This design comes from an exercise in tuning for small area, a short achievable clock period and few clock cycles on the open sky130 flow, not from production work.
In this exercise RTL edits were held to simulation tests only and were not proved equivalent to the original.
Power figures rest on the tool's default switching activity, not on a simulated workload.

## hspap
module hspap (
    input  wire        clk,
    input  wire        rst,           
    input  wire [31:0] cfg_ps,
    input  wire [31:0] cfg_ppc,
    input  wire [31:0] cfg_win,
    input  wire [31:0] cfg_wout,
    input  wire [31:0] cfg_rate,
    input  wire        cmd_valid,
    input  wire [31:0] cmd_code,
    output wire [7:0]  status,
    output wire [12:0] loop_width,
    output wire        rm_we,
    output wire        rm_bank,
    output wire [13:0] rm_addr,
    output wire [31:0] rm_wdata
);
Settings: LEC_CHECK=0, CAP_MARGIN=20, CORE_MARGIN=2, CORE_UTILIZATION=40, PLACE_DENSITY=0.6, SLEW_MARGIN=20; clock period 13.0 ns.
standard.sh (not shown) runs the stock make flow with config.mk's settings and CLKGATE_MAP_FILE= SYNTH_SCRIPT=/design/flow/synth_recipe.tcl, a recipe that flattens the netlist after the stock synthesis.
==> flow/flow/run.sh <==
#!/bin/bash
# Standard ORFS layout, with timing repair aimed below the clock period so
# that the achieved period (clock period less setup slack) is short, and
# small port buffers.
set -euo pipefail
export SETUP_SLACK_MARGIN=10
export BUFFER_PORTS_ARGS="-buffer_cell sky130_fd_sc_hd__buf_1"
bash standard.sh > standard_flow.log 2>&1
Testbench counts at the start, summed over its fixed seeds: cycles 16,847.
Edit:
--- a/flow/flow/run.sh
+++ b/flow/flow/run.sh
@@ -4,5 +4,5 @@
 # small port buffers.
 set -euo pipefail
-export SETUP_SLACK_MARGIN=10
+export SETUP_SLACK_MARGIN=9
 export BUFFER_PORTS_ARGS="-buffer_cell sky130_fd_sc_hd__buf_1"
 bash standard.sh > standard_flow.log 2>&1
After rerunning:
- clock-buffer cell count falls by 3
- die area does not change
- total power falls by about 12%
- via count falls by about 1.5%
- worst setup slack is worse by 0.012 ns
Edit:
==> flow/flow/run.sh (replaced) <==
#!/bin/bash
# Standard ORFS layout, with timing repair aimed below the clock period so
# that the achieved period (clock period less setup slack) is short, small
# port buffers, and adders left to ABC's logic optimisation instead of
# being mapped to ripple-carry full-adder cells.
set -euo pipefail
export SETUP_SLACK_MARGIN=9
export BUFFER_PORTS_ARGS="-buffer_cell sky130_fd_sc_hd__buf_1"
export ADDER_MAP_FILE=
bash standard.sh > standard_flow.log 2>&1
After rerunning: The new run finished with timing, DRC and antenna clean; global-route usage climbs by 1.8 points; clock power climbs by a few percent; via count climbs by a little under a tenth; synthesized area climbs by a few percent; count of clock-buffer cells in the layout drops by 3.

========
Another version of the RTL of hspap (not shown whole).
For scale: about 2,000 cells after synthesis, ~180 flip-flops, roughly 260 I/O pins, about 0.016 sq mm of cells after synthesis.
Settings: LEC_CHECK=0, CAP_MARGIN=20, CORE_MARGIN=2, CORE_UTILIZATION=40, CTS_BUF_LIST=sky130_fd_sc_hd__clkbuf_4 sky130_fd_sc_hd__clkbuf_8, PLACE_DENSITY=0.6, SLEW_MARGIN=20; clock period 13.0 ns.
==> flow/flow/run.sh <==
#!/bin/bash
# Standard ORFS layout, with timing repair aimed below the clock period so
# that the achieved period (clock period less setup slack) is short, and
# small port buffers.
set -euo pipefail
export SETUP_SLACK_MARGIN=9
export BUFFER_PORTS_ARGS="-buffer_cell sky130_fd_sc_hd__buf_1"
bash standard.sh > standard_flow.log 2>&1
Testbench counts at the start, summed over its fixed seeds: cycles 16,847.
Edit:
- CTS_BUF_LIST: sky130_fd_sc_hd__clkbuf_4 sky130_fd_sc_hd__clkbuf_8 -> not set
After rerunning: First-iteration DRC count goes down by about 8%. Utilization goes up by 0.99 points. Routed wire length goes up by about 0.8%. Cell count goes up by 0.72%. Combinational power goes up by about 3%. Setup slack is worse by 0.045 ns. Count of clock-buffer cells in the layout goes up by 3. Sequential cell count does not change. Power goes up by about 4.5%. Die area is unchanged.

========
red:
hspap, a different RTL version from the one above (not shown whole).
For scale: roughly 2,000 cells after synthesis, about 260 I/O pins, ~16,000 um2 of cells after synthesis.
Settings: LEC_CHECK=0, CAP_MARGIN=20, CORE_MARGIN=2, CORE_UTILIZATION=40, CTS_BUF_LIST=sky130_fd_sc_hd__clkbuf_4 sky130_fd_sc_hd__clkbuf_8, PLACE_DENSITY=0.6, SLEW_MARGIN=20, TNS_END_PERCENT=0; clock period 13.0 ns.
==> flow/flow/run.sh <==
#!/bin/bash
# Standard ORFS layout, with timing repair aimed below the clock period so
# that the achieved period (clock period less setup slack) is short, and
# small port buffers.
set -euo pipefail
export SETUP_SLACK_MARGIN=8.5
export BUFFER_PORTS_ARGS="-buffer_cell sky130_fd_sc_hd__buf_1"
bash standard.sh > standard_flow.log 2>&1
Testbench counts of red, summed over its fixed seeds: cycles 16,847.
#### Input delta (blue over red)
# red
export LEC_CHECK = 0
export CAP_MARGIN = 20
export CORE_MARGIN = 2
export CORE_UTILIZATION = 40
export CTS_BUF_LIST = sky130_fd_sc_hd__clkbuf_4 sky130_fd_sc_hd__clkbuf_8
export PLACE_DENSITY = 0.6
export SLEW_MARGIN = 20
export TNS_END_PERCENT = 0
create_clock -name core_clock -period 13.0 [get_ports {clk}]
# blue
export LEC_CHECK = 0
export CAP_MARGIN = 20
export CORE_MARGIN = 2
export CORE_UTILIZATION = 40
export CTS_BUF_LIST = sky130_fd_sc_hd__clkbuf_4 sky130_fd_sc_hd__clkbuf_8
export PLACE_DENSITY = 0.6
export SLEW_MARGIN = 20
create_clock -name core_clock -period 13.0 [get_ports {clk}]
-- flow/flow/run.sh --
<<< red, line 6
export SETUP_SLACK_MARGIN=8.5
>>> blue, line 6
export SETUP_SLACK_MARGIN=8.7
## What came out
Comparing final non-filler cell area for blue and red, the bigger number came from blue.
Clock network power share is lower on blue
From red to blue the numbers moved as follows: maximum frequency went up by about 4%, worst hold margin now sits at about the same level, multi-input gate share of total cell area shows a reduction of 0.91 points.
Going from red to blue, total placed instance area neither gained nor lost much, final wirelength went up 4.7%.
Diff red -> blue: final core utilization saw an increase; number of nets in the finished design has increased.
The following lists how green was set up differently from blue:
-- flow/flow/run.sh --
<<< blue, line 6
export SETUP_SLACK_MARGIN=8.7
>>> green, line 6
export SETUP_SLACK_MARGIN=8
Largest buffer count on any clock path essentially unchanged between green and blue.
The combinational group power reported for green is smaller than that of blue by about 8%.
green ends up with higher sequential share of cell area than blue does.
| I/O pin count | green vs blue | ≈ equal |
Between green and blue, it is green whose proportion of cell area occupied by multi-input gates is higher, by 1.3 points.
Setup slack on green is down relative to blue.
green has clock network fraction of total power above what blue had.
Per the comparison of green with blue, via count fell by 607, count of maximum capacitance violations stayed essentially flat, met2 global-route usage fell by 1.7 points.
diff inputs: green => orange
-- flow/flow/run.sh --
<<< green, line 6
export SETUP_SLACK_MARGIN=8
>>> orange, line 6
export SETUP_SLACK_MARGIN=8.5
Notes after the runs:
Diff green..orange | placeable core area | unchanged
Relative to green, number of nets in the layout increased by about 0.9% in orange.
Between green and orange, the first-pass GRT wire length is higher for orange.
Diff green -> orange: area added between synthesis and finish has increased, design area has increased, placer's final routability congestion estimate has decreased, post-route worst hold slack has decreased, power has increased.

==> re-timing with driven ports <==
The flow's constraints put no driver on any port. The routed layouts listed below were extracted and timed again, unchanged, in two steps. Step 1, drivers: a clkbuf_16 drives clk and a buf_2 each remaining input, both assumed. Step 2 also shifts input and output timing later by t, the mid clock arrival at the registers, as if the neighbouring blocks saw the same clock. Three values: ideal, step 1, step 2; two values: the first two.
run	t, ns	setup WS [ns]	worst hold slack (ns)	worst setup path at the end
the first run of note 1	0.499	8.088 / 8.101 / 7.602	0.475 / 0.475 / 0.475	input to register
the second run of note 1	0.504	8.076 / 8.080 / 7.576	0.476 / 0.476 / 0.476	input to register
the third run of note 1	0.511	8.027 / 8.018 / 7.507	0.466 / 0.466 / 0.466	input to register
the first run of note 2	0.582	8.812 / 8.761 / 8.262	0.493 / 0.493 / 0.493	input to register
the second run of note 2	0.518	8.767 / 8.764 / 8.246	0.486 / 0.486 / 0.486	input to register
red	0.575	8.526 / 8.551 / 7.976	0.473 / 0.473 / 0.473	input to register
blue	0.583	8.700 / 8.693 / 8.109	0.475 / 0.475 / 0.475	input to register
green	0.568	8.174 / 8.200 / 7.632	0.497 / 0.497 / 0.497	input to register
orange	0.579	8.594 / 8.618 / 8.044	0.476 / 0.476 / 0.476	input to register
After both steps every run listed still meets setup and hold. For blue, which loses most, drivers alone change the setup slack by -0.007 ns; drivers and shift together by -0.591 ns.
